This is an optimization exercise on Yosys and OpenROAD, whose aim is small area, a short achievable clock period and few clock cycles, not a production implementation. In this exercise RTL edits were held to simulation tests only and were not proved equivalent to the original. Power is estimated from default activity; no workload was simulated.

<file path="design/flow/config.mk">
export PLATFORM = sky130hd
export DESIGN_NAME = ea_engine
export DESIGN_NICKNAME = ea_engine
export VERILOG_FILES = /design/flow/design.v
export SDC_FILE = /design/flow/constraint.sdc
export NUM_CORES = 4
export LEC_CHECK = 0
export ABC_AREA = 1
export CAP_MARGIN = 20
export CORE_MARGIN = 2
export CORE_UTILIZATION = 45
export SETUP_SLACK_MARGIN = 5
export SLEW_MARGIN = 20
export SYNTH_HIERARCHICAL = 1
</file>
<file path="design/flow/constraint.sdc">
create_clock -name core_clock -period 12.0 [get_ports {clk}]
set_input_delay 2.4000 -clock core_clock [delete_from_list [all_inputs] [get_ports {clk}]]
set_output_delay 2.4000 -clock core_clock [all_outputs]
set_load 0.01 [all_outputs]
</file>
<file path="design/flow/design.v">
module ea_engine (
    input  wire        clk,
    input  wire        rst,
    input  wire        req,
    input  wire        we,
    input  wire [1:0]  space,
    input  wire [7:0]  addr,
    input  wire [31:0] wdata,
    output reg  [31:0] rdata,
    output wire        busy
);
    localparam RX_CAP = 21;
    localparam SP_REG = 2'd0;
    localparam SP_PAY = 2'd1;
    localparam SP_TX  = 2'd2;
    localparam SP_RX  = 2'd3;
    localparam R_CMD       = 8'h00;
    localparam R_STATUS    = 8'h01;
    localparam R_FAULT     = 8'h02;
    localparam R_CSACC     = 8'h03;
    localparam R_CS_IN     = 8'h04;
    localparam R_TX_NODE   = 8'h05;
    localparam R_TX_OBJ    = 8'h06;
    localparam R_PAY_LEN   = 8'h07;
    localparam R_TX_LEN    = 8'h08;
    localparam R_TX_CS     = 8'h09;
    localparam R_RX_LEN    = 8'h0A;
    localparam R_RX_PLEN   = 8'h0B;
    localparam R_RX_CSCALC = 8'h0C;
    localparam R_RX_CSRECV = 8'h0D;
    localparam R_FLD_OFF   = 8'h0E;
    localparam R_RAW16     = 8'h0F;
    localparam R_FLD_W32   = 8'h10;
    localparam R_PHYS      = 8'h11;
    localparam R_CAL_V     = 8'h12;
    localparam R_CAL_I     = 8'h13;
    localparam C_NOP     = 8'h00;
    localparam C_CLRERR  = 8'h01;
    localparam C_CSCLR   = 8'h10;
    localparam C_CSADD   = 8'h11;
    localparam C_ENC_Q   = 8'h20;
    localparam C_ENC_S   = 8'h21;
    localparam C_DEC     = 8'h30;
    localparam C_UNPK16  = 8'h40;
    localparam C_PK16    = 8'h41;
    localparam C_F32BITS = 8'h42;
    localparam C_SCUP_V  = 8'h50;
    localparam C_SCUP_I  = 8'h51;
    localparam C_SCDN_V  = 8'h52;
    localparam C_SCDN_I  = 8'h53;
    localparam C_CALLOCK = 8'h60;
    localparam E_OK          = 4'd0;
    localparam E_ILLEGAL_CMD = 4'd1;
    localparam E_ENC_LENGTH  = 4'd2;
    localparam E_OVERRUN     = 4'd3;
    localparam E_TRUNCATED   = 4'd4;
    localparam E_CHECKSUM    = 4'd5;
    localparam E_DEV_FAULT   = 4'd6;
    localparam E_FIELD_RANGE = 4'd7;
    localparam E_NOT_CAL     = 4'd8;
    localparam E_CAL_INVALID = 4'd9;
    localparam E_RANGE       = 4'd10;
    localparam S_IDLE = 2'd0;
    localparam S_UP   = 2'd1;      
    localparam S_DN   = 2'd2;      
    localparam S_LOCK = 2'd3;      
    reg [7:0]  cmd;
    reg [3:0]  err;
    reg        sticky;
    reg        rx_valid;
    reg        rx_ack;
    reg        cal_lock;
    reg [3:0]  fault_kind;
    reg [7:0]  fault_code;
    reg [15:0] csacc;
    reg [7:0]  cs_in;
    reg [7:0]  tx_node;
    reg [7:0]  tx_obj;
    reg [4:0]  pay_len;
    reg [4:0]  tx_len;
    reg [15:0] tx_cs;
    reg [7:0]  rx_len;
    reg [4:0]  rx_plen;
    reg [12:0] rx_cscalc;
    reg [15:0] rx_csrecv;
    reg [7:0]  fld_off;
    reg [15:0] raw16;
    reg [31:0] fld_w32;
    reg [31:0] phys;
    reg [31:0] cal_v;
    reg [31:0] cal_i;
    reg [127:0] pay;
    reg [167:0] tx;
    reg [167:0] rx;
    reg [17:0] a_v, a_i;
    reg [4:0]  b25_v, b25_i;
    reg [1:0]  state;
    reg [3:0]  step;
    reg        sc_ch;       
    reg        sc_neg;      
    reg        sc_ovf;      
    reg [32:0] sc_rem;      
    reg [6:0]  sc_dl;       
    reg [15:0] sc_q;        
    reg [33:0] dn_q;        
    reg [4:0]  dn_r25;      
    reg [9:0]  dn_lo;       
    reg [18:0] dn_pb;       
    reg [4:0]  dn_c;        
    reg        sm;
    reg        retry;
    reg [15:0] pay_mask;
    reg [18:0] rx_mask;
    assign busy = (state != S_IDLE) || retry;
    wire acc      = req && !busy;
    wire hw       = acc && we;
    wire hw_reg   = hw && (space == SP_REG);
    wire hw_pay   = hw && (space == SP_PAY) && (addr < 8'd16);
    wire hw_rx    = hw && (space == SP_RX) && (addr < RX_CAP);
    wire cmd_go   = hw_reg && (addr == R_CMD);
    wire [7:0] c  = wdata[7:0];
    function [9:0] div25;             
        input [9:0] x;
        reg   [15:0] m;
        reg   [4:0]  q;
        begin
            m = {1'b0, x, 5'd0} + {3'd0, x, 3'd0} + {6'd0, x};
            q = m[14:10];
            div25 = {q, x[4:0] - ({q[0], 4'd0} + {q[1:0], 3'd0} + q)};
        end
    endfunction
    wire        c_enc   = (c[7:1] == 7'b0010000);       
    wire        c_dec   = (c == C_DEC);
    wire        k_enc   = (cmd[7:1] == 7'b0010000);     
    wire [4:0]  enc_n   = pay_len;
    wire        enc_bad = (pay_len > 5'd16);
    reg  [3:0]  enc_nm1;                 
    wire [4:0]  dec_l    = rx_len[4:0];
    wire        dec_ovr  = (rx_len > RX_CAP);
    wire        dec_trn  = (rx_len < 8'd5);
    wire        enc_send = retry ? cmd[0] : c[0];     
    wire [12:0] sum_cs;
    wire        dec_csok;
    ea_csum u_cs (
        .sm (sm), .rx (rx[151:0]), .rx_mask (rx_mask), .pay (pay),
        .pay_mask (pay_mask), .nm1 (enc_nm1), .tx_node (tx_node),
        .tx_obj (tx_obj), .send (enc_send), .win (win),
        .sum (sum_cs), .csok (dec_csok)
    );
    wire [15:0] enc_cs  = {3'd0, sum_cs};
    wire [7:0]  enc_sd  = {enc_send, 3'b111, enc_nm1};
    wire enc_now  = cmd_go && c_enc && !enc_bad;
    wire dec_now  = cmd_go && c_dec && !dec_ovr && !dec_trn;
    wire enc_go   = (enc_now && !sm) || (retry && k_enc);
    wire dec_go   = (dec_now && sm) || (retry && !k_enc);
    wire do_retry = (enc_now && sm) || (dec_now && !sm);
    wire [4:0]  win_k = (c[6] && !busy) ? fld_off[4:0] : (dec_l - 5'd2);
    reg  [15:0] win;
    integer wi;
    always @(*) begin
        win = 16'd0;
        for (wi = 0; wi < 20; wi = wi + 1)
            if (win_k == wi)
                win = {rx[8*wi +: 8], rx[8*wi+8 +: 8]};
    end
    wire [7:0]  dec_s    = rx[23:16];
    wire [7:0]  dec_e    = rx[31:24];
    reg  [3:0]  dec_kind;
    always @(*) begin
        if (dec_s != 8'hFF)
            dec_kind = 4'd0;
        else begin
            case (dec_e)
                8'h00:   dec_kind = 4'd0;
                8'h03:   dec_kind = 4'd1;
                8'h04:   dec_kind = 4'd2;
                8'h05:   dec_kind = 4'd3;
                8'h07:   dec_kind = 4'd4;
                8'h08:   dec_kind = 4'd5;
                8'h09:   dec_kind = 4'd6;
                8'h0F:   dec_kind = 4'd7;
                8'h30:   dec_kind = 4'd8;
                8'h31:   dec_kind = 4'd9;
                default: dec_kind = 4'd10;
            endcase
        end
    end
    wire fld_oob = ({1'b0, fld_off} + 9'd1) >= {1'b0, rx_len};
    wire        p_neg    = phys[31];
    wire [31:0] p_x      = phys ^ {32{p_neg}};
    wire [35:0] up_m     = {p_x, 4'd0} + {1'b0, p_x, 3'd0} + {4'd0, p_x} +
                           {31'd0, p_neg, p_neg, 2'b00, p_neg};
    wire [31:0] sc_nom   = sc_ch ? cal_i : cal_v;
    wire        up_ch    = busy ? sc_ch : c[0];
    wire [31:0] up_nom   = up_ch ? cal_i : cal_v;
    wire [33:0] up_t1    = {sc_rem, sc_dl[6]};
    wire [34:0] up_d1    = {1'b0, up_t1} - {3'd0, sc_nom};
    wire        up_b1    = !up_d1[34];
    wire [32:0] up_r1    = up_b1 ? up_d1[32:0] : up_t1[32:0];
    wire [33:0] up_t2    = busy ? {up_r1, sc_dl[5]} : {4'd0, up_m[35:6]};
    wire [34:0] up_d2    = {1'b0, up_t2} - {3'd0, up_nom};
    wire        up_b2    = !up_d2[34];
    wire [32:0] up_r2    = up_b2 ? up_d2[32:0] : up_t2[32:0];
    wire [15:0] up_q     = sc_q;
    wire        up_tie   = ({sc_rem, 1'b0} == {2'd0, sc_nom});
    wire        up_rup   = up_b1 && (!up_tie || sc_q[0]);
    wire        up_fits  = !sc_ovf && !up_q[15] &&
                           !(up_q[14:0] == 15'h7FFF && up_rup);
    wire        up_fits_n = !sc_ovf && (!up_q[15] || (up_q == 16'h8000 && !up_rup));
    wire [15:0] up_base  = up_q ^ {16{sc_neg}};
    wire [15:0] up_inc   = up_base + 16'd1;
    wire [15:0] up_raw   = (up_rup ^ sc_neg) ? up_inc : up_base;
    wire [17:0] dn_a     = sc_ch ? a_i : a_v;
    wire [14:0] dn_b     = sc_ch ? {b25_i, cal_i[9:0]} : {b25_v, cal_v[9:0]};
    reg  [3:0]  dn_dig, dn_nxt;
    always @(*) begin
        case (step[1:0])
            2'd0: begin dn_dig = raw16[15:12]; dn_nxt = raw16[11:8]; end
            2'd1: begin dn_dig = raw16[11:8];  dn_nxt = raw16[7:4];  end
            2'd2: begin dn_dig = raw16[7:4];   dn_nxt = raw16[3:0];  end
            default: begin dn_dig = raw16[3:0]; dn_nxt = 4'd0; end
        endcase
    end
    wire [19:0] dn_t     = {1'b0, dn_r25, dn_lo, 4'd0} + {1'b0, dn_pb};
    wire [9:0]  dn_div   = div25(dn_t[19:10]);
    wire [33:0] dn_qn    = {dn_q[29:0], 4'd0} + {25'd0, dn_c, 4'd0} + dn_dig * dn_a;
    wire        dn_gt    = (dn_r25 > 5'd12) ||
                           ((dn_r25 == 5'd12) && (dn_lo > 10'd512));
    wire        dn_eq    = (dn_r25 == 5'd12) && (dn_lo == 10'd512);
    wire        dn_rup   = dn_gt || (dn_eq && (dn_q[0] ^ dn_c[0]));
    wire [6:0]  dn_plo   = {1'b0, dn_q[5:0]} + {2'd0, dn_c} + {6'd0, dn_rup};
    wire [27:0] dn_phi   = dn_q[33:6] + {27'd0, dn_plo[6]};
    wire [33:0] dn_p     = {dn_phi, dn_plo[5:0]};
    wire        dn_fits  = (dn_p[33:31] == 3'd0);
    wire [18:0] dn_pbv;
    ea_pbmul u_pb (
        .busy (busy), .c0 (c[0]), .sc_ch (sc_ch), .lock (state == S_LOCK),
        .nxt (dn_nxt), .r_hi (raw16[15:12]),
        .b_v ({b25_v, cal_v[9:0]}), .b_i ({b25_i, cal_i[9:0]}),
        .pb (dn_pbv)
    );
    wire        lk_ch    = (step >= 4'd7);
    wire [3:0]  lk_k     = lk_ch ? (step - 4'd7) : step;
    wire [31:0] lk_nom   = lk_ch ? cal_i : cal_v;
    reg  [3:0]  lk_dig;                      
    always @(*) begin
        case (lk_k[2:0])
            3'd0: lk_dig = {2'd0, lk_nom[31:30]};
            3'd1: lk_dig = lk_nom[29:26];
            3'd2: lk_dig = lk_nom[25:22];
            3'd3: lk_dig = lk_nom[21:18];
            3'd4: lk_dig = lk_nom[17:14];
            default: lk_dig = lk_nom[13:10];
        endcase
    end
    wire pk16_go = cmd_go && (c == C_PK16);
    integer bi;
    always @(posedge clk) begin
        for (bi = 0; bi < 16; bi = bi + 1) begin
            if (pk16_go && bi < 2)
                pay[8*bi +: 8] <= (bi == 0) ? raw16[15:8] : raw16[7:0];
            else if (hw_pay && addr[3:0] == bi)
                pay[8*bi +: 8] <= wdata[7:0];
        end
        for (bi = 0; bi < RX_CAP; bi = bi + 1)
            if (hw_rx && addr[4:0] == bi)
                rx[8*bi +: 8] <= wdata[7:0];
        if (enc_go) begin
            tx[7:0]   <= enc_sd;
            tx[15:8]  <= tx_node;
            tx[23:16] <= tx_obj;
            for (bi = 0; bi < 18; bi = bi + 1) begin
                if (bi < enc_n)
                    tx[8*bi+24 +: 8] <= pay[8*(bi < 16 ? bi : 0) +: 8];
                else if (bi == enc_n)
                    tx[8*bi+24 +: 8] <= enc_cs[15:8];
                else if (bi == enc_n + 1)
                    tx[8*bi+24 +: 8] <= enc_cs[7:0];
            end
        end
    end
    integer mi;
    always @(posedge clk) begin
        if (rst) begin
            cmd        <= 8'h00;
            err        <= E_OK;
            sticky     <= 1'b0;
            rx_valid   <= 1'b0;
            rx_ack     <= 1'b0;
            cal_lock   <= 1'b0;
            fault_kind <= 4'd0;
            fault_code <= 8'h00;
            csacc      <= 16'h0000;
            cs_in      <= 8'h00;
            tx_node    <= 8'h00;
            tx_obj     <= 8'h00;
            pay_len    <= 5'd0;
            tx_len     <= 5'd0;
            tx_cs      <= 16'h0000;
            rx_len     <= 8'h00;
            rx_plen    <= 5'd0;
            rx_cscalc  <= 13'h0000;
            rx_csrecv  <= 16'h0000;
            fld_off    <= 8'h00;
            raw16      <= 16'h0000;
            fld_w32    <= 32'h0;
            phys       <= 32'h0;
            cal_v      <= 32'h0;
            cal_i      <= 32'h0;
            state      <= S_IDLE;
            sm         <= 1'b0;
            retry      <= 1'b0;
            pay_mask   <= 16'd0;
            enc_nm1    <= 4'd0;
            rx_mask    <= 19'd0;
        end else begin
            if (hw_rx) begin
                rx_valid <= 1'b0;
                rx_ack   <= 1'b0;
            end
            if (hw_reg) begin
                case (addr)
                    R_CSACC:   csacc   <= wdata[15:0];
                    R_CS_IN:   cs_in   <= wdata[7:0];
                    R_TX_NODE: tx_node <= wdata[7:0];
                    R_TX_OBJ:  tx_obj  <= wdata[7:0];
                    R_PAY_LEN: begin
                        pay_len <= wdata[4:0];
                        enc_nm1 <= (wdata[4:0] == 5'd0) ? 4'd0 : (wdata[3:0] - 4'd1);
                        for (mi = 0; mi < 16; mi = mi + 1)
                            pay_mask[mi] <= (mi < wdata[4:0]);
                    end
                    R_RX_LEN: begin
                        rx_len   <= wdata[7:0];
                        for (mi = 0; mi < 19; mi = mi + 1)
                            rx_mask[mi] <= (mi + 2 < wdata[7:0]);
                        rx_valid <= 1'b0;
                        rx_ack   <= 1'b0;
                    end
                    R_FLD_OFF: fld_off <= wdata[7:0];
                    R_RAW16:   raw16   <= wdata[15:0];
                    R_PHYS:    phys    <= wdata;
                    R_CAL_V:   if (!cal_lock) cal_v <= wdata;
                    R_CAL_I:   if (!cal_lock) cal_i <= wdata;
                    default: ;
                endcase
            end
            if (cmd_go) begin
                cmd <= c;
                err <= E_OK;
                case (c)
                    C_NOP: ;
                    C_CLRERR: sticky <= 1'b0;
                    C_CSCLR: csacc <= 16'h0000;
                    C_CSADD: csacc <= csacc + {8'h00, cs_in};
                    C_ENC_Q, C_ENC_S: begin
                        if (enc_bad) begin
                            tx_len <= 5'd0;
                            tx_cs  <= 16'h0000;
                            err    <= E_ENC_LENGTH;
                            sticky <= 1'b1;
                        end
                    end
                    C_DEC: begin
                        rx_valid   <= 1'b0;
                        rx_ack     <= 1'b0;
                        fault_kind <= 4'd0;
                        fault_code <= 8'h00;
                        rx_plen    <= 5'd0;
                        if (dec_ovr) begin
                            rx_cscalc <= 13'h0000;
                            rx_csrecv <= 16'h0000;
                            err       <= E_OVERRUN;
                            sticky    <= 1'b1;
                        end else if (dec_trn) begin
                            rx_cscalc <= 13'h0000;
                            rx_csrecv <= 16'h0000;
                            err       <= E_TRUNCATED;
                            sticky    <= 1'b1;
                        end
                    end
                    C_UNPK16: begin
                        if (dec_ovr) begin
                            err    <= E_OVERRUN;
                            sticky <= 1'b1;
                        end else if (fld_oob) begin
                            err    <= E_FIELD_RANGE;
                            sticky <= 1'b1;
                        end else
                            raw16 <= win;
                    end
                    C_PK16: begin
                        pay_len  <= 5'd2;
                        enc_nm1  <= 4'd1;
                        pay_mask <= 16'h0003;
                    end
                    C_F32BITS: begin
                        if (dec_ovr) begin
                            err    <= E_OVERRUN;
                            sticky <= 1'b1;
                        end else if (rx_len != 8'd9) begin
                            err    <= E_FIELD_RANGE;
                            sticky <= 1'b1;
                        end else
                            fld_w32 <= {rx[55:48], rx[47:40], rx[39:32], rx[31:24]};
                    end
                    C_SCUP_V, C_SCUP_I: begin
                        if (!cal_lock) begin
                            err    <= E_NOT_CAL;
                            sticky <= 1'b1;
                        end else
                            state <= S_UP;
                    end
                    C_SCDN_V, C_SCDN_I: begin
                        if (!cal_lock) begin
                            err    <= E_NOT_CAL;
                            sticky <= 1'b1;
                        end else
                            state <= S_DN;
                    end
                    C_CALLOCK: begin
                        if (!cal_lock) begin
                            if (cal_v == 32'd0 || cal_i == 32'd0) begin
                                err    <= E_CAL_INVALID;
                                sticky <= 1'b1;
                            end else
                                state <= S_LOCK;
                        end
                    end
                    default: begin
                        err    <= E_ILLEGAL_CMD;
                        sticky <= 1'b1;
                    end
                endcase
            end
            if (enc_go) begin
                tx_len <= enc_n + 5'd5;
                tx_cs  <= enc_cs;
            end
            if (dec_go) begin
                rx_cscalc <= sum_cs;
                rx_csrecv <= win;
                if (!dec_csok) begin
                    err    <= E_CHECKSUM;
                    sticky <= 1'b1;
                end else begin
                    rx_valid <= 1'b1;
                    rx_plen  <= dec_l - 5'd5;
                    rx_ack   <= (dec_s == 8'hFF) && (dec_e == 8'h00);
                    if (dec_kind != 4'd0) begin
                        fault_kind <= dec_kind;
                        fault_code <= dec_e;
                        err        <= E_DEV_FAULT;
                        sticky     <= 1'b1;
                    end
                end
            end
            retry <= do_retry;
            if (do_retry)
                sm <= !sm;
            else if (hw_rx || (hw_reg && addr == R_RX_LEN))
                sm <= 1'b1;
            else if (hw_pay || (hw_reg && (addr == R_PAY_LEN || addr == R_TX_NODE ||
                                          addr == R_TX_OBJ)))
                sm <= 1'b0;
            case (state)
                S_UP: begin
                    if (step == 4'd8) begin
                        state <= S_IDLE;
                        if (sc_neg ? up_fits_n : up_fits)
                            raw16 <= up_raw;
                        else begin
                            err    <= E_RANGE;
                            sticky <= 1'b1;
                        end
                    end
                end
                S_DN: begin
                    if (step == 4'd4) begin
                        state <= S_IDLE;
                        if (dn_fits)
                            phys <= dn_p[31:0];
                        else begin
                            err    <= E_RANGE;
                            sticky <= 1'b1;
                        end
                    end
                end
                S_LOCK: begin
                    if (step == 4'd13) begin
                        state    <= S_IDLE;
                        cal_lock <= 1'b1;
                    end
                end
                default: ;
            endcase
        end
    end
    wire lk_first = (state == S_LOCK) && (lk_k == 4'd0);
    always @(posedge clk) begin
        dn_pb  <= dn_pbv;
        step   <= busy ? step + 4'd1 : 4'd0;
        sc_rem <= up_r2;
        sc_dl  <= busy ? {sc_dl[4:0], 2'b00} : {up_m[5:0], 1'b0};
        sc_q   <= {sc_q[13:0], up_b1, up_b2};
        dn_q   <= busy ? dn_qn : 34'd0;
        dn_c   <= busy ? dn_div[9:5] : 5'd0;
        dn_r25 <= (busy && !lk_first) ? dn_div[4:0] : 5'd0;
        dn_lo  <= !busy ? 10'd0 : ((state == S_LOCK) ? {lk_dig, 6'd0} : dn_t[9:0]);
        if (!busy) begin
            sc_ch  <= c[0];
            sc_neg <= p_neg;
            sc_ovf <= up_b2;
        end
        if (state == S_LOCK && !lk_first) begin
            if (lk_ch) begin
                a_i   <= {a_i[13:0], dn_div[8:5]};
                b25_i <= dn_div[4:0];
            end else begin
                a_v   <= {a_v[13:0], dn_div[8:5]};
                b25_v <= dn_div[4:0];
            end
        end
    end
    wire [31:0] rd_w;
    ea_rdmux u_rd (
        .space (space),     .addr (addr),
        .cmd (cmd),         .status ({cal_lock, rx_ack, rx_valid, sticky, err}),
        .fault ({fault_code, fault_kind}),
        .csacc (csacc),     .cs_in (cs_in),     .tx_node (tx_node),
        .tx_obj (tx_obj),   .pay_len (pay_len), .tx_len (tx_len),
        .tx_cs (tx_cs),     .rx_len (rx_len),   .rx_plen (rx_plen),
        .rx_cscalc (rx_cscalc), .rx_csrecv (rx_csrecv),
        .fld_off (fld_off), .raw16 (raw16),     .fld_w32 (fld_w32),
        .phys (phys),       .cal_v (cal_v),     .cal_i (cal_i),
        .pay (pay),         .tx (tx),           .rx (rx),
        .rdata (rd_w)
    );
    always @(*) rdata = rd_w;
endmodule
module ea_rdmux (
    input  wire [1:0]   space,
    input  wire [7:0]   addr,
    input  wire [7:0]   cmd,
    input  wire [7:0]   status,
    input  wire [11:0]  fault,
    input  wire [15:0]  csacc,
    input  wire [7:0]   cs_in,
    input  wire [7:0]   tx_node,
    input  wire [7:0]   tx_obj,
    input  wire [4:0]   pay_len,
    input  wire [4:0]   tx_len,
    input  wire [15:0]  tx_cs,
    input  wire [7:0]   rx_len,
    input  wire [4:0]   rx_plen,
    input  wire [12:0]  rx_cscalc,
    input  wire [15:0]  rx_csrecv,
    input  wire [7:0]   fld_off,
    input  wire [15:0]  raw16,
    input  wire [31:0]  fld_w32,
    input  wire [31:0]  phys,
    input  wire [31:0]  cal_v,
    input  wire [31:0]  cal_i,
    input  wire [127:0] pay,
    input  wire [167:0] tx,
    input  wire [167:0] rx,
    output reg  [31:0]  rdata
);
    wire [31:0] reg_v [0:19];
    assign reg_v[0]  = {24'h0, cmd};
    assign reg_v[1]  = {24'h0, status};
    assign reg_v[2]  = {16'h0, fault[11:4], 4'h0, fault[3:0]};
    assign reg_v[3]  = {16'h0, csacc};
    assign reg_v[4]  = {24'h0, cs_in};
    assign reg_v[5]  = {24'h0, tx_node};
    assign reg_v[6]  = {24'h0, tx_obj};
    assign reg_v[7]  = {27'h0, pay_len};
    assign reg_v[8]  = {27'h0, tx_len};
    assign reg_v[9]  = {16'h0, tx_cs};
    assign reg_v[10] = {24'h0, rx_len};
    assign reg_v[11] = {27'h0, rx_plen};
    assign reg_v[12] = {19'h0, rx_cscalc};
    assign reg_v[13] = {16'h0, rx_csrecv};
    assign reg_v[14] = {24'h0, fld_off};
    assign reg_v[15] = {16'h0, raw16};
    assign reg_v[16] = fld_w32;
    assign reg_v[17] = phys;
    assign reg_v[18] = cal_v;
    assign reg_v[19] = cal_i;
    wire        a_hi0 = (addr[7:5] == 3'd0);
    wire [31:0] a_dec;                   
    genvar gi;
    generate
        for (gi = 0; gi < 32; gi = gi + 1) begin : g_dec
            assign a_dec[gi] = a_hi0 && (addr[4:0] == gi);
        end
    endgenerate
    wire s_reg = (space == 2'd0);
    wire s_pay = (space == 2'd1);
    wire s_tx  = (space == 2'd2);
    wire s_rx  = (space == 2'd3);
    integer ri;
    always @(*) begin
        rdata = 32'h0;
        for (ri = 0; ri < 20; ri = ri + 1)
            rdata = rdata | (reg_v[ri] & {32{s_reg && a_dec[ri]}});
        for (ri = 0; ri < 16; ri = ri + 1)
            rdata[7:0] = rdata[7:0] | (pay[8*ri +: 8] & {8{s_pay && a_dec[ri]}});
        for (ri = 0; ri < 21; ri = ri + 1)
            rdata[7:0] = rdata[7:0] | (tx[8*ri +: 8] & {8{s_tx && a_dec[ri]}});
        for (ri = 0; ri < 21; ri = ri + 1)
            rdata[7:0] = rdata[7:0] | (rx[8*ri +: 8] & {8{s_rx && a_dec[ri]}});
    end
endmodule
module ea_csum (
    input  wire         sm,
    input  wire [151:0] rx,
    input  wire [18:0]  rx_mask,
    input  wire [127:0] pay,
    input  wire [15:0]  pay_mask,
    input  wire [3:0]   nm1,
    input  wire [7:0]   tx_node,
    input  wire [7:0]   tx_obj,
    input  wire         send,
    input  wire [15:0]  win,
    output wire [12:0]  sum,
    output wire         csok
);
    reg  [12:0] op [0:52];
    reg  [12:0] ss, sc;
    integer di;
    always @(*) begin
        for (di = 0; di < 19; di = di + 1) begin
            if (sm)
                op[di] = rx_mask[di] ? {5'd0, rx[8*di +: 8]} : 13'd0;
            else if (di == 0)
                op[di] = {5'd0, 4'b0111, nm1};
            else if (di == 1)
                op[di] = {5'd0, tx_node};
            else if (di == 2)
                op[di] = {5'd0, tx_obj};
            else
                op[di] = pay_mask[di-3] ? {5'd0, pay[8*(di-3) +: 8]} : 13'd0;
        end
        for (di = 0; di < 17; di = di + 1) begin
            op[19+2*di] = op[3*di] ^ op[3*di+1] ^ op[3*di+2];
            op[20+2*di] = {(op[3*di] & op[3*di+1]) |
                           (op[3*di] & op[3*di+2]) |
                           (op[3*di+1] & op[3*di+2]), 1'b0};
        end
        ss = op[51];
        sc = op[52];
    end
    assign sum = ss + sc + {5'd0, send, 7'd0};
    wire [15:0] ka = {3'd0, ss};
    wire [15:0] kb = {3'd0, sc};
    wire [15:0] kx = ka ^ kb ^ win;
    wire [15:0] ky = {((ka[14:0] & kb[14:0]) | ((ka[14:0] | kb[14:0]) & ~win[14:0])), 1'b0};
    assign csok = (kx == ky);
endmodule
module ea_pbmul (
    input  wire        busy,
    input  wire        c0,
    input  wire        sc_ch,
    input  wire        lock,
    input  wire [3:0]  nxt,
    input  wire [3:0]  r_hi,
    input  wire [14:0] b_v,
    input  wire [14:0] b_i,
    output wire [18:0] pb
);
    wire        ch  = busy ? sc_ch : c0;
    wire [14:0] b   = ch ? b_i : b_v;
    wire [3:0]  dig = busy ? nxt : r_hi;
    assign pb = lock ? 19'd0 : dig * b;
endmodule
</file>
<file path="design/flow/run.sh">
#!/bin/bash
# synth_recipe.tcl (not shown) runs the flow's synth.tcl, then flattens the netlist and writes it again
# the make line also repeats each setting of config.mk as NAME=value (left out here)
make -C /OpenROAD-flow-scripts/flow DESIGN_CONFIG=/design/flow/config.mk WORK_HOME=/design/flow/orfs CLKGATE_MAP_FILE= SYNTH_SCRIPT=/design/flow/synth_recipe.tcl finish
</file>
==> results.py, run 1 <==
metrics = {
    "outcome": {
        "status": "timing/DRC/antenna clean",
    },
    "global_route": {
        "grt_use_total_pct": 53.6,
        "grt_remaining_overflow": 0,
        "gr-usage-met2_pct": 67.3,
        "grt.busiest_layer": "met1",
        "use_met3_pct": 32.2,
        "grt_use_met1_pct": 68.8,
        "grt_pass1_wl_um": 575000,
        "grt_max_degree": 84,
        "grt_pass1_vias": 68400,
        "antenna_found_initial": 66,
    },
    "critical_path": {
        "crit_buf_inv": 9,
        "start_kind": "flip-flop",
        "slowest_stage": "fa_2",
        "reg2reg_depth": 29,
        "cpLargestDelayFamily": "adder cells",
        "critical_path_class": "flip-flop to flip-flop",
        "worst_path_most_repeated_cell": "fa_1",
        "rrSetupSlack_ps": 4640,
        "r2r_start": "sm$_SDFFE_PP0P_",
        "critPathMaxFanout": 8,
        "cp.depth": 29,
        "cp.arrival_ps": 7920,
        "r2r_end": "tx[105]$_DFFE_PP_",
        "slowest_delay_ps": 830,
        "required_ps": 12560,
        "endpoint_kind": "flip-flop",
    },
    "logic_synthesis": {
        "synth_top_area_share_pct": 21.9,
        "seq_area_frac_synth_pct": 35.2,
        "yosysWarnings": 10,
        "yosysMostFrequentCell": "nand2_1",
        "netlist_area_um2": 69700,
        "yosys-top-cells-area": "edfxtp_1, dfxtp_1, nand2_1",
        "ys_types": 78,
        "synth-main-ff-cell": "edfxtp_1",
        "synth_area_per_cell_um2": 7.54,
        "synth_common_cells": "nand2_1, inv_1, nor2_1, o21ai_0, a21oi_1",
        "ys_ff_latch": 970,
        "syn_inst": 9246,
        "synth_area_leader_cell": "edfxtp_1",
        "synthArstFlopShare_pct": 0,
        "synth_edf_count": 509,
    },
    "clock_network": {
        "htreeDepth": 3,
        "clock_latency_ps": 810,
        "clkSinkCount": 970,
        "root_buffer": "clkbuf_16",
        "cts_tree": "done",
        "cts_buffer_depth": 3,
        "cts_buffers": 111,
        "cts.clk_slew.worst_paths_ps": 60,
    },
    "drt": {
        "routed_wl_um": 445000,
        "num_vias": 78300,
        "vias_per_cell": 6.71,
        "wl_per_cell_um": 38.2,
        "drt_first_iter_violations": 13800,
        "drc": 0,
        "dr.pass1.iters": 12,
        "postRouteAntennaNets": 0,
    },
    "floorplan": {
        "ios": 79,
        "die_height_um": 398,
        "die-area_um2": 158000,
        "rows": 144,
        "core_area_um2": 154000,
        "start_util_pct": 45.3,
        "fp.dieW_um": 398,
    },
    "sta": {
        "hold_viol": 0,
        "skew_ps": 57.2,
        "slew_violations": 0,
        "timing.final.crit_share_pct": 61.3,
        "period_needed_ps": 7360,
        "tns_ps": 0,
        "worst_pin_slew_ps": 1330,
        "fmax_mhz": 136,
        "setup_violations": 0,
        "maxSlewHeadroom_pct": 10.2,
        "grt_setup_unrepaired": "true",
    },
    "layout": {
        "fin_nets": 10100,
        "final_cells": 11700,
        "area_growth_pct": 19.3,
        "drive_above_1_share_pct": 14.3,
        "fillers": 14400,
    },
    "min_path": {
        "hold_path_class": "flip-flop to flip-flop",
        "worstHoldEndpoint": "sc_q[6]$_DFF_P_",
        "holdPathStages": 0,
        "min_from": "sc_q[4]$_DFF_P_",
    },
    "placement": {
        "placed_cells": 11100,
        "gp_congestion": 1.15,
        "io_buffers": 78,
        "hpwl_um": 326000,
    },
    "job": {
        "cap_violations": 0,
    },
    "pwr": {
        "power.density_nw_per_um2": 95.5,
        "vdd_drop_max_mv": 0.144,
        "p_leak_nw": 36.6,
    },
}
final cells by class:
| class | instances | area [um^2] | area share (%) |
|---|---|---|---|
| flip-flops and latches | 970 | 24500 | 29.5 |
| multi-input cells | 6752 | 41500 | 49.9 |
| repair inverters | 4 | 36.3 | 0.0436 |
| inverters | 1133 | 4500 | 5.41 |
| repair buffers | 503 | 5850 | 7.04 |
| diodes | 44 | 110 | 0.132 |
| well taps | 2044 | 2560 | 3.08 |
| clock inverters | 73 | 986 | 1.19 |
| clock buffers | 133 | 3110 | 3.75 |
registers in the layout, summed over array words and instances, names as in the netlist, 10 cells and up:
name,cells
a_i,18
a_v,18
cal_i,32
cal_v,32
csacc,16
dn_lo,10
dn_pb,19
dn_q,34
fld_w32,32
pay,128
pay_mask,16
phys,32
raw16,16
rx,168
rx_cscalc,13
rx_csrecv,16
rx_mask,19
sc_q,16
sc_rem,33
tx,165
tx_cs,13
cells by family (layout without fill, tap and decap cells):
| group | count (synthesis) | after routing | share of synthesized area [%] |
|---|---|---|---|
| buffers and inverters | 1533 | 1846 | 8.70 |
| multiplexers | 7 | 7 | 0.104 |
| XOR/XNOR | 221 | 221 | 2.80 |
| AND/OR/NAND/NOR | 4272 | 4277 | 26.6 |
| AO/OA/AOI/OAI | 1677 | 1677 | 14.0 |
| other | 2 | 50 | 0.0108 |
| adder cells (fa/ha/maj) | 564 | 564 | 12.7 |
| flip-flops | 970 | 970 | 35.2 |
Yosys stat by module (local to each module, per instance):
module     cells  area, um^2
ea_engine   6471       53600
ea_pbmul     428        2420
ea_csum      705        6060
ea_rdmux    1642        7610
how the worst max path moves through the flow:
stage                          from  slack, ps                 to
floorplan           sm$_SDFFE_PP0P_       5720  tx[124]$_DFFE_PP_
global placement           space[1]       2620           rdata[7]
detailed placement         space[1]       2600           rdata[7]
CTS                         addr[7]       4700           rdata[7]
global route        sm$_SDFFE_PP0P_       4670  tx[105]$_DFFE_PP_
finish              sm$_SDFFE_PP0P_       4640  tx[105]$_DFFE_PP_
power by group:
group | internal (W) | switching [W]
registers | 0.00348 | 0.00000449
logic | 0.000148 | 0.000433
clock network | 0.00222 | 0.00166
total | 0.00584 | 0.00210
per-stage QoR:
stage	util, %	hold WS, ps	worst slack (ps)	total power [W]	instance area (um^2)
6_report	54.0	398	4640	0.00794	83200
5_1_grt	53.9	407	4670	0.00801	83100
4_1_cts	52.1	393	4700	0.00784	80300
3_5_place_dp	47.2	384	2600	0.00399	72700
3_3_place_gp	47.1	375	2620	0.00399	72600
2_1_floorplan	-	364	5720	0.00378	69700
timing repair:
item / in CTS / in global routing
gates cloned: 30 / 20
hold endpoints to repair: 0 / 0
setup endpoints to repair: 403 / 391
resized for setup: 542 / 507
hold buffers: 0 / 0
pin swaps: 116 / 233
buffers inserted: 130 / 98
cells in the final DEF, fill, tap and decap left out, types with 35 or more instances in the layout:
cell,instances
nand3_1,434
inv_2,61
fa_1,201
buf_12,58
xor2_1,143
nand2_1,2068
a21oi_1,549
buf_4,275
o21ai_1,84
nand2_2,111
diode_2,44
nor2_4,105
o211ai_1,43
nor2_2,88
clkbuf_16,134
edfxtp_1,509
xnor2_1,71
nor4_1,51
a211oi_1,41
nor3_1,80
buf_6,43
a22o_1,86
a22oi_1,56
dfxtp_1,451
fa_2,35
o21ai_0,527
nor2_1,745
nand4_1,441
a31oi_1,35
inv_1,1016
ha_1,321
o21ai_2,48
or2_2,37
metal layers:
| layer | wire, um | vias to the layer above |
|---|---|---|
| li1 | - | 31600 |
| met1 | 163000 | 37600 |
| met2 | 159000 | 7279 |
| met3 | 86000 | 1784 |
| met4 | 35900 | 62 |
| met5 | 1370 | - |
Testbench counts, summed over its fixed seeds: cycles 12,639.
==> run 2: changes to the inputs <==
--- a/design/flow/config.mk
+++ b/design/flow/config.mk
@@ -13,2 +13,3 @@
 export SLEW_MARGIN = 20
 export SYNTH_HIERARCHICAL = 1
+export TNS_END_PERCENT = 0
==> results.py, run 2 <==
metrics = {
    "logic_synthesis": {
        "synth-main-ff-cell": "edfxtp_1",
        "ys_ff_latch": 970,
        "syn_inst": 9246,
        "yosys-top-cells-area": "edfxtp_1, dfxtp_1, nand2_1",
        "synth_common_cells": "nand2_1, inv_1, nor2_1, o21ai_0, a21oi_1",
        "synthArstFlopShare_pct": 0,
        "synth_area_leader_cell": "edfxtp_1",
        "seq_area_frac_synth_pct": 35.2,
        "synth_edf_count": 509,
        "synth_area_per_cell_um2": 7.54,
        "yosysMostFrequentCell": "nand2_1",
        "ys_types": 78,
        "synth_top_area_share_pct": 21.9,
        "netlist_area_um2": 69700,
        "yosysWarnings": 10,
    },
    "sta": {
        "timing.final.crit_share_pct": 62.6,
        "skew_ps": 59.9,
        "maxSlewHeadroom_pct": 14.3,
        "slew_violations": 0,
        "finalWorstSetupSlack_ps": 4490,
        "whs_ps": 398,
        "worst_pin_slew_ps": 1290,
        "fmax_mhz": 133,
        "tns_ps": 0,
        "setup_violations": 0,
        "period_needed_ps": 7510,
        "hold_viol": 0,
        "grt_setup_unrepaired": "true",
    },
    "layout": {
        "top_regs": "rx: 168 flops, tx: 165 flops, pay: 128 flops",
        "drive_above_1_share_pct": 10.4,
        "largest_reg_flops": 168,
        "fin_nets": 9960,
        "layout_common_cells": "nand2_1, inv_1, nor2_1, o21ai_0, a21oi_1",
        "largest-register": "rx",
        "final_common_cell": "nand2_1",
        "area_growth_pct": 15.0,
    },
    "global_route": {
        "grt_use_total_pct": 53.1,
        "grt_pass1_vias": 67800,
        "grt_max_degree": 102,
        "grt_remaining_overflow": 0,
        "antenna_found_initial": 73,
        "grt_pass1_wl_um": 570000,
    },
    "clock_network": {
        "cts_buffers": 111,
        "root_buffer": "clkbuf_16",
        "ctsHoldBuffers": 0,
        "cts_tree": "done",
        "clkSinkCount": 970,
        "cts.clk_slew.worst_paths_ps": 60,
        "htreeDepth": 3,
        "cts_buffer_depth": 3,
        "clock_latency_ps": 810,
    },
    "floorplan": {
        "rows": 144,
        "core_area_um2": 154000,
        "fp.dieW_um": 398,
        "die_height_um": 398,
        "ios": 79,
        "die-area_um2": 158000,
        "start_util_pct": 45.3,
    },
    "placement": {
        "io_buffers": 78,
        "gp_congestion": 1.15,
        "hpwl_um": 326000,
        "place_ws_ps": 2600,
    },
    "pwr": {
        "seq_power_share_pct": 44.0,
        "sw_frac_of_total_pct": 26.3,
        "total_power_w": 0.00791,
        "pwr-share-clk_pct": 49.1,
        "comb_power_share_pct": 6.9,
        "power.switching_w": 0.00208,
        "power.density_nw_per_um2": 98.6,
        "power.internal_w": 0.00582,
        "vdd_drop_max_mv": 0.144,
        "p_leak_nw": 35.2,
    },
    "job": {
        "cap_violations": 0,
    },
    "drt": {
        "routed_wl_um": 435000,
        "drt_first_iter_violations": 14300,
        "drc": 0,
        "wl_per_cell_um": 37.8,
        "num_vias": 76700,
        "postRouteAntennaNets": 0,
        "vias_per_cell": 6.66,
        "dr.pass1.iters": 14,
    },
    "critical_path": {
        "critPathMaxFanout": 7,
        "worst_path_most_repeated_cell": "buf_12",
        "endpoint_kind": "output port",
        "slowest_delay_ps": 610,
        "worstPathCellList": "buf_2, clkinvlp_4, buf_12, nand2_8, nor2_4, buf_12, buf_12, buf_16, buf_4, nand4_1, nand4_1, nor2_1, nand2_1, nor2_1, nand2_2, buf_2",
        "start_kind": "input port",
        "cp.arrival_ps": 5110,
        "critical_path_class": "input port to output port",
        "required_ps": 9600,
        "slowest_stage": "nand4_1",
    },
    "outcome": {
        "status": "timing/DRC/antenna clean",
    },
    "min_path": {
        "hold_path_class": "flip-flop to flip-flop",
    },
}
-- run 2: changes by cell type in the layout (fill, tap and decap cells not counted), moves of 31 or more --
cell | before | now
buf_4 | 275 | 222
buf_6 | 43 | 12
nand2_1 | 2068 | 2149
nand2_2 | 111 | 53
nor2_1 | 745 | 784
nor2_4 | 105 | 64
o21ai_0 | 527 | 624
o21ai_1 | 84 | 27
o21ai_2 | 48 | 13
-- run 2: final cells by class --
| cell class | instances | area, um^2 |
|---|---|---|
| timing repair inverter | 3 | 33.8 |
| sequential | 970 | 24500 |
| multi-input combinational | 6751 | 40200 |
| clock buffer | 133 | 3110 |
| fill | 14700 | 73900 |
| timing repair buffer | 380 | 4200 |
| clock inverter | 73 | 986 |
| tap | 2044 | 2560 |
| inverter | 1133 | 4420 |
| antenna | 40 | 100 |
-- run 2: power groups by stage --
stage               Sequential [W]  Clock, W  Combinational (W)
finish                     0.00348   0.00388           0.000544
global route               0.00348   0.00396           0.000541
CTS                        0.00348   0.00385           0.000490
detailed placement         0.00355         0           0.000438
global placement           0.00355         0           0.000437
floorplan                  0.00355         0           0.000228
-- run 2: final timing paths --
check	from	to	slack (ps)	depth (start not counted)
min	sc_q[0]$_DFF_P_	sc_q[2]$_DFF_P_	400	0
min reg2reg	sc_q[0]$_DFF_P_	sc_q[2]$_DFF_P_	400	0
max reg2reg	sm$_SDFFE_PP0P_	tx[24]$_DFFE_PP_	4550	27
max	addr[7]	rdata[7]	4490	16
-- run 2: cell families (layout without fill, tap and decap cells) --
kind of cell,count (synthesis),after routing,synth area share (%)
buffers and inverters,1533,1722,8.70
xor gates and xnor gates,221,221,2.80
and+or+nand+nor,4272,4276,26.6
muxes,7,7,0.104
adders and majority gates,564,564,12.7
other,2,46,0.0108
AOI/OAI and AO/OA,1677,1677,14.0
DFF,970,970,35.2
-- run 2: stage by stage --
step	instances	util, %	cell area [um^2]
6_report	11500	52.0	80100
5_1_grt	11500	52.0	80100
4_1_cts	11400	51.4	79100
3_5_place_dp	11100	47.2	72700
3_3_place_gp	11100	47.1	72600
2_1_floorplan	9250	-	69700
-- run 2: modules after synthesis, one instance, submodules excluded --
| module | area, um^2 | flip-flops and latches |
|---|---|---|
| ea_engine | 53600 | 970 |
| ea_rdmux | 7610 | 0 |
| ea_csum | 6060 | 0 |
| ea_pbmul | 2420 | 0 |
-- run 2: repair_timing --
action | in CTS | in global routing
pin swaps | 47 | 42
gates resized for setup | 360 | 106
setup buffers | 81 | 40
gates cloned | 24 | 7
setup endpoints to repair | 403 | 437
-- run 2: metal layers --
layer	GRT usage [%]	up-vias	share of wire [%]
li1	-	31300	-
met5	2.81	-	0.29
met1	68.4	36800	37
met4	31.3	62	7.7
met3	31.3	1641	19
met2	66.7	6934	36
-- run 2: worst max-delay path, delay by kind of cell --
kind | cells | cell delay (ps)
buffers and inverters | 8 | 1060
and+or+nand+nor | 8 | 1620
==> run 3: changes to the inputs <==
--- a/design/flow/config.mk
+++ b/design/flow/config.mk
@@ -10,4 +10,5 @@
 export CORE_MARGIN = 2
 export CORE_UTILIZATION = 45
+export CTS_BUF_LIST = sky130_fd_sc_hd__clkbuf_8
 export SETUP_SLACK_MARGIN = 5
 export SLEW_MARGIN = 20
==> results.py, run 3 <==
metrics = {
    "layout": {
        "area_growth_pct": 14.3,
        "top_regs": "rx: 168 flops, tx: 165 flops, pay: 128 flops",
        "final_common_cell": "nand2_1",
        "largest_reg_flops": 168,
        "drive_above_1_share_pct": 10.9,
        "fin_nets": 10000,
        "largest-register": "rx",
        "layout_common_cells": "nand2_1, inv_1, nor2_1, o21ai_0, a21oi_1",
    },
    "clock_network": {
        "root_buffer": "clkbuf_8",
        "cts.clk_slew.worst_paths_ps": 60,
        "cts_buffers": 178,
        "clkSinkCount": 970,
        "cts_buffer_depth": 3,
        "cts_tree": "done",
        "ctsHoldBuffers": 0,
        "clock_latency_ps": 1020,
        "htreeDepth": 4,
    },
    "logic_synthesis": {
        "ys_ff_latch": 970,
        "synth_edf_count": 509,
        "synth_common_cells": "nand2_1, inv_1, nor2_1, o21ai_0, a21oi_1",
        "syn_inst": 9246,
        "synth_area_per_cell_um2": 7.54,
        "yosys-top-cells-area": "edfxtp_1, dfxtp_1, nand2_1",
        "netlist_area_um2": 69700,
        "synthArstFlopShare_pct": 0,
        "synth_top_area_share_pct": 21.9,
        "synth-main-ff-cell": "edfxtp_1",
        "seq_area_frac_synth_pct": 35.2,
        "synth_area_leader_cell": "edfxtp_1",
        "ys_types": 78,
        "yosysWarnings": 10,
        "yosysMostFrequentCell": "nand2_1",
    },
    "critical_path": {
        "rrSetupSlack_ps": 4540,
        "start_kind": "input port",
        "slowest_stage": "nand4_1",
        "required_ps": 9600,
        "r2r_end": "tx[91]$_DFFE_PP_",
        "worstPathCellList": "buf_4, nor2_4, nand2_1, nor2_4, buf_12, buf_16, nand4_1, nand2_1, nor2_2, nand2_1, nor2_4, nand2_2, nor2_1, nand2_2, clkdlybuf4s15_1",
        "reg2reg_depth": 25,
        "r2r_start": "sm$_SDFFE_PP0P_",
        "critical_path_class": "input port to output port",
        "cp.arrival_ps": 5180,
        "slowest_delay_ps": 620,
        "critPathMaxFanout": 15,
        "endpoint_kind": "output port",
    },
    "drt": {
        "vias_per_cell": 6.62,
        "wl_per_cell_um": 37.4,
        "drt_first_iter_violations": 14000,
        "num_vias": 76900,
        "postRouteAntennaNets": 0,
        "routed_wl_um": 435000,
        "drc": 0,
        "dr.pass1.iters": 13,
    },
    "pwr": {
        "power.density_nw_per_um2": 94.1,
        "p_leak_nw": 35.3,
        "vdd_drop_max_mv": 0.109,
        "total_power_w": 0.00750,
    },
    "sta": {
        "tns_ps": 0,
        "slew_violations": 0,
        "hold_viol": 0,
        "fmax_mhz": 132,
        "setup_violations": 0,
        "maxSlewHeadroom_pct": 11.6,
        "period_needed_ps": 7580,
        "grt_setup_unrepaired": "true",
        "timing.final.crit_share_pct": 63.2,
        "worst_pin_slew_ps": 1320,
        "skew_ps": 85.9,
    },
    "floorplan": {
        "die-area_um2": 158000,
        "ios": 79,
        "start_util_pct": 45.3,
        "die_height_um": 398,
        "rows": 144,
        "fp.dieW_um": 398,
        "core_area_um2": 154000,
    },
    "global_route": {
        "grt_max_degree": 102,
        "grt_pass1_vias": 68200,
        "grt_pass1_wl_um": 572000,
        "antenna_found_initial": 59,
        "grt_remaining_overflow": 0,
        "grt_use_total_pct": 53.2,
    },
    "placement": {
        "io_buffers": 78,
        "gp_congestion": 1.15,
        "hpwl_um": 326000,
    },
    "outcome": {
        "status": "timing/DRC/antenna clean",
    },
    "min_path": {
        "worstHoldEndpoint": "sc_q[7]$_DFF_P_",
        "hold_path_class": "flip-flop to flip-flop",
        "holdPathStages": 0,
        "min_from": "sc_q[5]$_DFF_P_",
    },
    "job": {
        "cap_violations": 0,
    },
}
run 3: cell counts after synthesis:
Identical to the previous run, type by type.
run 3: logic make-up (layout without fill, tap and decap cells):
group,Yosys count,in the layout,synth area share [%]
multiplexers,7,7,0.104
AO/OA/AOI/OAI,1677,1677,14.0
adder cells (fa/ha/maj),564,564,12.7
AND/OR/NAND/NOR,4272,4276,26.6
other,2,43,0.0108
flip-flops,970,970,35.2
buffers and inverters,1533,1821,8.70
XOR/XNOR,221,221,2.80
run 3: per-layer routing:
metal | vias to the layer above | GRT usage [%] | wire, um
met2 | 6969 | 67.6 | 159000
met3 | 1485 | 31.3 | 83100
met4 | 42 | 29.7 | 30800
met1 | 37000 | 68.8 | 162000
li1 | 31400 | - | -
met5 | - | 0.605 | 460
run 3: worst max-delay path: cells and delay by family:
kind,cells,cell delay [ps]
and+or+nand+nor,11,1930
buffers and inverters,4,810
run 3: repair_timing:
action / 4_1_cts / 5_1_grt
setup endpoints to repair: 335 / 429
gates resized for setup: 395 / 95
gates cloned: 25 / 3
buffers inserted: 88 / 16
pin swaps: 54 / 46
run 3: how the worst max path moves through the flow:
| stage | start | to | slack [ps] | cells after the start |
|---|---|---|---|---|
| 6_report | addr[1] | rdata[3] | 4420 | 15 |
| 5_1_grt | step[0]$_SDFF_PP0_ | dn_q[26]$_SDFF_PP0_ | 4530 | 27 |
| 4_1_cts | space[1] | rdata[6] | 4790 | 16 |
| 3_5_place_dp | space[1] | rdata[7] | 2600 | 13 |
| 3_3_place_gp | space[1] | rdata[7] | 2620 | 13 |
| 2_1_floorplan | sm$_SDFFE_PP0P_ | tx[124]$_DFFE_PP_ | 5720 | 26 |
run 3: layout make-up:
type / instances / area [um^2]
antenna: 37 / 92.6
clock buffer: 210 / 2890
clock inverter: 116 / 885
fill: 14900 / 74300
inverter: 1133 / 4430
multi-input combinational: 6751 / 40300
sequential: 970 / 24500
tap: 2044 / 2560
timing repair buffer: 361 / 4040
timing repair inverter: 1 / 11.3
run 3: Yosys stat by module (local to each module, per instance):
module / cells / times used / cell area (um^2) / flip-flops and latches
ea_csum: 705 / 1 / 6060 / 0
ea_engine: 6471 / 1 / 53600 / 970
ea_pbmul: 428 / 1 / 2420 / 0
ea_rdmux: 1642 / 1 / 7610 / 0
run 3: per-stage QoR:
step | utilization (%) | setup WS, ps | hold slack, ps | cell area [um^2] | instances
global route | 51.7 | 4530 | 407 | 79600 | 11600
finish | 51.7 | 4420 | 395 | 79700 | 11600
CTS | 51.3 | 4790 | 394 | 79000 | 11600
global placement | 47.1 | 2620 | 375 | 72600 | 11100
floorplan | - | 5720 | 364 | 69700 | 9250
detailed placement | 47.2 | 2600 | 384 | 72700 | 11100
run 3: power breakdown:
group	switching [W]	internal [W]
logic	0.000413	0.000129
registers	0.00000446	0.00348
clock network	0.00167	0.00181
total	0.00208	0.00542
==> run 4: changes to the inputs <==
--- a/design/flow/config.mk
+++ b/design/flow/config.mk
@@ -10,6 +10,5 @@
 export CORE_MARGIN = 2
 export CORE_UTILIZATION = 45
-export CTS_BUF_LIST = sky130_fd_sc_hd__clkbuf_8
-export SETUP_SLACK_MARGIN = 5
+export SETUP_SLACK_MARGIN = 4.6
 export SLEW_MARGIN = 20
 export SYNTH_HIERARCHICAL = 1
==> results.py, run 4 <==
metrics = {
    "outcome": {
        "status": "timing/DRC/antenna clean",
    },
    "placement": {
        "placed_cells": 11100,
        "hpwl_um": 326000,
        "gp_congestion": 1.15,
        "io_buffers": 78,
        "place_ws_ps": 2600,
    },
    "clock_network": {
        "cts_tree": "done",
        "htreeDepth": 3,
        "clkSinkCount": 970,
        "cts_buffer_depth": 3,
        "ctsHoldBuffers": 0,
        "root_buffer": "clkbuf_16",
        "cts.clk_slew.worst_paths_ps": 60,
        "cts_buffers": 111,
        "clock_latency_ps": 820,
    },
    "critical_path": {
        "r2r_end": "tx[80]$_DFFE_PP_",
        "cp.arrival_ps": 8420,
        "critPathMaxFanout": 21,
        "reg2reg_depth": 24,
        "r2r_start": "sm$_SDFFE_PP0P_",
        "rrSetupSlack_ps": 4240,
        "worstPathCellList": "dlygate4sd2_1, nor2_1, inv_1, nor2_2, inv_1, nor2_1, inv_1, nor2_2, inv_2, nor2_4, nand4_1, nand2_2, buf_4, clkinv_1, nor2_1",
        "endpoint_kind": "flip-flop",
        "crit_buf_inv": 7,
        "required_ps": 12390,
        "start_kind": "input port",
        "slowest_stage": "nor2_1",
        "critical_path_class": "input port to flip-flop",
        "cpLargestDelayFamily": "simple AND/OR/NAND/NOR gates",
        "slowest_delay_ps": 1200,
    },
    "floorplan": {
        "fp.dieW_um": 398,
        "die-area_um2": 158000,
        "rows": 144,
        "ios": 79,
        "core_area_um2": 154000,
        "die_height_um": 398,
        "start_util_pct": 45.3,
    },
    "sta": {
        "grt_setup_unrepaired": "true",
        "timing.final.crit_share_pct": 66.9,
        "period_needed_ps": 8030,
        "maxSlewHeadroom_pct": 12.0,
        "fmax_mhz": 125,
        "whs_ps": 394,
        "skew_ps": 63.0,
        "setup_violations": 0,
        "worst_pin_slew_ps": 1320,
        "slew_violations": 0,
        "tns_ps": 0,
        "finalWorstSetupSlack_ps": 3970,
        "hold_viol": 0,
    },
    "logic_synthesis": {
        "synth-main-ff-cell": "edfxtp_1",
        "seq_area_frac_synth_pct": 35.2,
        "ys_types": 78,
        "netlist_area_um2": 69700,
        "ys_ff_latch": 970,
        "synth_edf_count": 509,
        "syn_inst": 9246,
        "synth_top_area_share_pct": 21.9,
        "synthArstFlopShare_pct": 0,
        "yosys-top-cells-area": "edfxtp_1, dfxtp_1, nand2_1",
        "synth_area_leader_cell": "edfxtp_1",
        "synth_area_per_cell_um2": 7.54,
        "yosysMostFrequentCell": "nand2_1",
        "synth_common_cells": "nand2_1, inv_1, nor2_1, o21ai_0, a21oi_1",
        "yosysWarnings": 10,
    },
    "drt": {
        "dr.pass1.iters": 7,
        "vias_per_cell": 6.64,
        "drc": 0,
        "drt_first_iter_violations": 13700,
        "wl_per_cell_um": 37.6,
        "routed_wl_um": 431000,
        "postRouteAntennaNets": 0,
        "num_vias": 76200,
    },
    "layout": {
        "regArea_um2": 24500,
        "fin_nets": 9910,
        "layout_common_cells": "nand2_1, inv_1, nor2_1, o21ai_0, a21oi_1",
        "area_growth_pct": 13.5,
        "drive_above_1_share_pct": 9.03,
        "fillers": 14800,
        "top_regs": "rx: 168 flops, tx: 165 flops, pay: 128 flops",
        "largest_reg_flops": 168,
        "final_cells": 11500,
        "final_common_cell": "nand2_1",
        "multi_input_area_um2": 39900,
        "largest-register": "rx",
    },
    "min_path": {
        "holdPathStages": 0,
        "hold_path_class": "flip-flop to flip-flop",
        "worstHoldEndpoint": "sc_q[2]$_DFF_P_",
        "min_from": "sc_q[0]$_DFF_P_",
    },
    "pwr": {
        "total_power_w": 0.00789,
        "power.density_nw_per_um2": 99.7,
        "p_leak_nw": 34.9,
        "vdd_drop_max_mv": 0.144,
    },
    "global_route": {
        "grt_use_total_pct": 52.8,
        "grt_max_degree": 102,
        "grt_pass1_vias": 67500,
        "grt_pass1_wl_um": 567000,
        "grt_remaining_overflow": 0,
        "antenna_found_initial": 63,
    },
    "job": {
        "cap_violations": 0,
    },
}
## run 4: layout make-up
class / count / area share, %
repair buffers: 333 / 4.47
flip-flops and latches: 970 / 31.0
clock inverters: 73 / 1.25
multi-input cells: 6751 / 50.5
well taps: 2044 / 3.23
clock buffers: 133 / 3.94
inverters: 1133 / 5.52
diodes: 35 / 0.111
## run 4: logic make-up (layout without fill, tap and decap cells)
kind of cell	Yosys count	in the layout	share of synthesized area, %
buffers and inverters	1533	1672	8.70
DFF	970	970	35.2
xor gates and xnor gates	221	221	2.80
and+or+nand+nor	4272	4276	26.6
muxes	7	7	0.104
AOI/OAI and AO/OA	1677	1677	14.0
other	2	41	0.0108
adders and majority gates	564	564	12.7
## run 4: per-module statistics from Yosys, one instance, submodules excluded
module / times used / flip-flops and latches / cells / area (um^2)
ea_engine: 1 / 970 / 6471 / 53600
ea_rdmux: 1 / 0 / 1642 / 7610
ea_csum: 1 / 0 / 705 / 6060
ea_pbmul: 1 / 0 / 428 / 2420
## run 4: metal layers
layer / vias up / GRT usage, % / routed length [um]
li1: 31200 / - / -
met1: 36600 / 68.7 / 162000
met2: 6799 / 66.6 / 156000
met3: 1534 / 30.0 / 80800
met4: 56 / 30.3 / 32300
met5: - / 2.45 / 862
## run 4: worst max-delay path by stage
| stage | from | to | slack [ps] | cells past startpoint |
|---|---|---|---|---|
| after global placement | space[1] | rdata[7] | 2620 | 13 |
| after global routing | sm$_SDFFE_PP0P_ | tx[27]$_DFFE_PP_ | 4260 | 27 |
| after floorplan | sm$_SDFFE_PP0P_ | tx[124]$_DFFE_PP_ | 5720 | 26 |
| after detailed placement | space[1] | rdata[7] | 2600 | 13 |
| after CTS | sm$_SDFFE_PP0P_ | tx[103]$_DFFE_PP_ | 4330 | 23 |
| final | addr[6] | tx[72]$_DFFE_PP_ | 3970 | 15 |
## run 4: report_power, final
group / switching, W / total (W) / internal, W
logic: 0.000407 / 0.000529 / 0.000122
registers: 0.00000440 / 0.00348 / 0.00348
clock network: 0.00166 / 0.00388 / 0.00222
total: 0.00207 / 0.00789 / 0.00582
## run 4: worst register-to-register path: cells and delay by family (launching register included)
kind	cells	cell delay (ps)
compound gates	2	640
buf+inv	8	1160
flops	1	420
simple gates	6	850
fa+ha+maj	8	4450
## run 4: metrics by stage
| step | util, % | instance area, um^2 |
|---|---|---|
| finish | 51.3 | 79100 |
| global route | 51.3 | 79000 |
| CTS | 51.1 | 78700 |
| detailed placement | 47.2 | 72700 |
| global placement | 47.1 | 72600 |
| floorplan | - | 69700 |
## run 4: repair_timing
item	CTS	global route
endpoints found under the setup margin	237	376
pin swaps	30	12
setup buffers	68	11
gates cloned	20	3
gates resized for setup	244	49
==> run 5: changes to the inputs <==
--- a/design/flow/design.v
+++ b/design/flow/design.v
@@ -588,27 +588,21 @@
     assign reg_v[18] = cal_v;
     assign reg_v[19] = cal_i;
-    wire        a_hi0 = (addr[7:5] == 3'd0);
-    wire [31:0] a_dec;                   
-    genvar gi;
-    generate
-        for (gi = 0; gi < 32; gi = gi + 1) begin : g_dec
-            assign a_dec[gi] = a_hi0 && (addr[4:0] == gi);
-        end
-    endgenerate
-    wire s_reg = (space == 2'd0);
-    wire s_pay = (space == 2'd1);
-    wire s_tx  = (space == 2'd2);
-    wire s_rx  = (space == 2'd3);
+    reg [7:0] cand [0:31];
     integer ri;
     always @(*) begin
-        rdata = 32'h0;
-        for (ri = 0; ri < 20; ri = ri + 1)
-            rdata = rdata | (reg_v[ri] & {32{s_reg && a_dec[ri]}});
-        for (ri = 0; ri < 16; ri = ri + 1)
-            rdata[7:0] = rdata[7:0] | (pay[8*ri +: 8] & {8{s_pay && a_dec[ri]}});
-        for (ri = 0; ri < 21; ri = ri + 1)
-            rdata[7:0] = rdata[7:0] | (tx[8*ri +: 8] & {8{s_tx && a_dec[ri]}});
-        for (ri = 0; ri < 21; ri = ri + 1)
-            rdata[7:0] = rdata[7:0] | (rx[8*ri +: 8] & {8{s_rx && a_dec[ri]}});
+        for (ri = 0; ri < 32; ri = ri + 1) begin
+            case (space)
+                2'd0: cand[ri] = (ri < 20) ? reg_v[ri < 20 ? ri : 0][7:0] : 8'd0;
+                2'd1: cand[ri] = (ri < 16) ? pay[8*(ri < 16 ? ri : 0) +: 8] : 8'd0;
+                2'd2: cand[ri] = (ri < 21) ? tx[8*(ri < 21 ? ri : 0) +: 8] : 8'd0;
+                default: cand[ri] = (ri < 21) ? rx[8*(ri < 21 ? ri : 0) +: 8] : 8'd0;
+            endcase
+        end
+        rdata = 32'd0;
+        if (addr[7:5] == 3'd0) begin
+            rdata[7:0] = cand[addr[4:0]];
+            if (space == 2'd0 && addr[4:0] < 5'd20)
+                rdata[31:8] = reg_v[addr[4:0] < 5'd20 ? addr[4:0] : 5'd0][31:8];
+        end
     end
 endmodule
--- a/design/flow/config.mk
+++ b/design/flow/config.mk
@@ -10,5 +10,5 @@
 export CORE_MARGIN = 2
 export CORE_UTILIZATION = 45
-export SETUP_SLACK_MARGIN = 4.6
+export SETUP_SLACK_MARGIN = 5
 export SLEW_MARGIN = 20
 export SYNTH_HIERARCHICAL = 1
==> results.py, run 5 <==
metrics = {
    "critical_path": {
        "crit_buf_inv": 9,
        "endpoint_kind": "flip-flop",
        "critical_path_class": "flip-flop to flip-flop",
        "cpLargestDelayFamily": "adder cells",
        "cp.arrival_ps": 8120,
        "start_kind": "flip-flop",
        "required_ps": 12590,
        "critPathMaxFanout": 19,
        "worstPathCellList": "a22o_1, inv_1, fa_1, clkinvlp_4, fa_1, inv_1, fa_1, fa_1, inv_1, fa_1, fa_1, inv_2, fa_1, inv_1, ha_4, nand2_1, nand2_1, inv_1, nand2_1, nand2_1, nand3_2, buf_8, inv_1, o221ai_1",
        "slowest_delay_ps": 920,
        "slowest_stage": "dfxtp_1",
        "worst_path_most_repeated_cell": "fa_1",
    },
    "clock_network": {
        "cts_buffer_depth": 3,
        "root_buffer": "clkbuf_16",
        "ctsHoldBuffers": 0,
        "cts_tree": "done",
        "htreeDepth": 3,
        "cts_buffers": 110,
        "cts.clk_slew.worst_paths_ps": 60,
        "clkSinkCount": 970,
        "clock_latency_ps": 800,
    },
    "pwr": {
        "power.switching_w": 0.00215,
        "sw_frac_of_total_pct": 27.4,
        "vdd_drop_max_mv": 0.110,
        "power.internal_w": 0.00571,
        "p_leak_nw": 34.5,
        "seq_power_share_pct": 44.2,
        "pwr-share-clk_pct": 46.5,
        "comb_power_share_pct": 9.2,
        "power.density_nw_per_um2": 98.6,
    },
    "drt": {
        "drt_first_iter_violations": 14100,
        "num_vias": 75300,
        "routed_wl_um": 425000,
        "postRouteAntennaNets": 0,
        "vias_per_cell": 6.62,
        "wl_per_cell_um": 37.3,
        "dr.pass1.iters": 17,
        "drc": 0,
    },
    "logic_synthesis": {
        "seq_area_frac_synth_pct": 35.7,
        "yosysMostFrequentCell": "nand2_1",
        "synth_top_area_share_pct": 22.3,
        "synth_area_per_cell_um2": 7.60,
        "synth_common_cells": "nand2_1, inv_1, nor2_1, o21ai_0, a21oi_1",
        "synthXorXnorAreaFrac_pct": 2.46,
        "synthAdderAreaFrac_pct": 13.2,
        "syn_inst": 9031,
        "netlist_area_um2": 68600,
        "ys_ff_latch": 970,
        "synth_compound_area_share_pct": 14.8,
        "synthMuxAreaShare_pct": 0.135,
        "synth_edf_count": 509,
        "yosysWarnings": 11,
        "synth_simple_gate_area_share_pct": 25.3,
        "ys_types": 80,
        "synth-main-ff-cell": "edfxtp_1",
        "synth_top_family_by_area": "simple AND/OR/NAND/NOR gates",
        "synth_area_leader_cell": "edfxtp_1",
        "synthArstFlopShare_pct": 0,
        "yosys-top-cells-area": "edfxtp_1, dfxtp_1, nand2_1",
    },
    "sta": {
        "timing.final.crit_share_pct": 62.7,
        "maxSlewHeadroom_pct": 11.1,
        "grt_setup_unrepaired": "true",
        "hold_viol": 0,
        "fmax_mhz": 133,
        "slew_violations": 0,
        "finalWorstSetupSlack_ps": 4480,
        "tns_ps": 0,
        "skew_ps": 41.5,
        "worst_pin_slew_ps": 1330,
        "setup_violations": 0,
        "period_needed_ps": 7520,
    },
    "global_route": {
        "grt_pass1_vias": 66900,
        "antenna_found_initial": 60,
        "grt_remaining_overflow": 0,
        "grt_max_degree": 104,
        "grt_use_total_pct": 52.5,
        "grt_pass1_wl_um": 560000,
    },
    "floorplan": {
        "ios": 79,
        "rows": 143,
        "die_height_um": 394,
        "die-area_um2": 156000,
        "core_area_um2": 152000,
        "start_util_pct": 45.2,
        "fp.dieW_um": 394,
    },
    "placement": {
        "io_buffers": 78,
        "place_ws_ps": 2790,
        "hpwl_um": 313000,
        "gp_congestion": 1.23,
    },
    "job": {
        "cap_violations": 0,
    },
    "outcome": {
        "status": "timing/DRC/antenna clean",
    },
    "min_path": {
        "hold_path_class": "flip-flop to flip-flop",
    },
    "layout": {
        "drive_above_1_share_pct": 11.4,
        "fin_nets": 9823,
        "top_regs": "rx: 168 flops, tx: 165 flops, pay: 128 flops",
        "layout_common_cells": "nand2_1, inv_1, nor2_1, a21oi_1, o21ai_0",
        "largest-register": "rx",
        "final_common_cell": "nand2_1",
        "area_growth_pct": 16.2,
        "largest_reg_flops": 168,
    },
}
## run 5: cell type report
class | instances | area, um^2
fill | 14600 | 72000
multi-input combinational | 6625 | 39900
sequential | 970 | 24500
timing repair buffer | 401 | 4530
inverter | 1097 | 4300
clock buffer | 156 | 3210
tap | 2030 | 2540
clock inverter | 52 | 618
antenna | 41 | 103
timing repair inverter | 4 | 50.0
## run 5: modules after synthesis (local to each module, per instance)
module     flip-flops and latches  cell area [um^2]  cells  copies in the design
ea_csum                         0              5950    687                     1
ea_pbmul                        0              2420    428                     1
ea_engine                     970             53700   6397                     1
ea_rdmux                        0              6570   1519                     1
## run 5: final timing paths
check	start	to	slack, ps	cells after the start
setup / recovery	tx_obj[6]$_SDFFE_PP0P_	tx[84]$_DFFE_PP_	4480	24
setup reg to reg	tx_obj[6]$_SDFFE_PP0P_	tx[84]$_DFFE_PP_	4480	24
hold reg to reg	sc_q[2]$_DFF_P_	sc_q[4]$_DFF_P_	390	0
hold / removal	sc_q[2]$_DFF_P_	sc_q[4]$_DFF_P_	390	0
## run 5: per-stage QoR
stage	instances	total power [W]	instance area [um^2]	hold slack, ps	util, %
after floorplan	9035	0.00383	68600	371	-
after global placement	10900	0.00410	71400	385	47.1
after detailed placement	10900	0.00410	71400	383	47.1
after CTS	11300	0.00777	79100	392	52.2
after global routing	11300	0.00794	79700	402	52.5
final	11400	0.00787	79700	394	52.6
## run 5: power groups by stage
stage | Sequential (W) | Combinational, W | Clock, W
detailed placement | 0.00355 | 0.000542 | 0
floorplan | 0.00355 | 0.000281 | 0
finish | 0.00348 | 0.000726 | 0.00366
global route | 0.00348 | 0.000714 | 0.00375
global placement | 0.00355 | 0.000544 | 0
CTS | 0.00348 | 0.000660 | 0.00362
## run 5: cell families (layout without fill, tap and decap cells)
| logic type | count (synthesis) | in the layout |
|---|---|---|
| xor gates and xnor gates | 191 | 191 |
| other | 2 | 47 |
| adders and majority gates | 568 | 568 |
| and+or+nand+nor | 4094 | 4103 |
| buffers and inverters | 1451 | 1710 |
| DFF | 970 | 970 |
| AOI/OAI and AO/OA | 1746 | 1748 |
| muxes | 9 | 9 |
## run 5: repair_timing
| item | CTS | global route |
|---|---|---|
| cloned | 37 | 0 |
| setup endpoints to repair | 255 | 284 |
| setup buffers | 146 | 25 |
| resized for setup | 471 | 51 |
| pin swaps | 102 | 29 |
## run 5: layer usage
metal	routed length, um	track usage, %	vias to the layer above
met2	154000	67.3	6993
met1	154000	65.7	36100
met3	79600	31.8	1779
met4	35400	32.0	58
li1	-	-	30400
met5	978	1.60	-
Testbench counts of run 5, summed over its fixed seeds: cycles 12,639.

==> static timing again, ports no longer ideal <==
No port has a modelled driver above. Below, the same layouts with a new extraction and two added sets of constraints. Step 1 sets driving cells, clkbuf_16 on the clock port and buf_2 on the other inputs (assumed; they add their load-dependent delay and slew). Step 2 also shifts input and output timing later by t, the mid clock arrival at the registers, as if the neighbouring blocks saw the same clock. a / b / c = ideal ports / drivers / drivers and shift; a / b = the first two.
| run | t, ns | setup WS [ns] |
|---|---|---|
| run 1 | 0.876 | 4.641 / 4.612 / 4.055 |
| run 2 | 0.873 | 4.488 / 4.467 / 3.797 |
| run 3 | 1.071 | 4.420 / 4.358 / 3.782 |
| run 4 | 0.881 | 3.975 / 4.048 / 3.167 |
| run 5 | 0.873 | 4.475 / 4.475 / 3.742 |
After both steps every run listed still meets setup and hold.
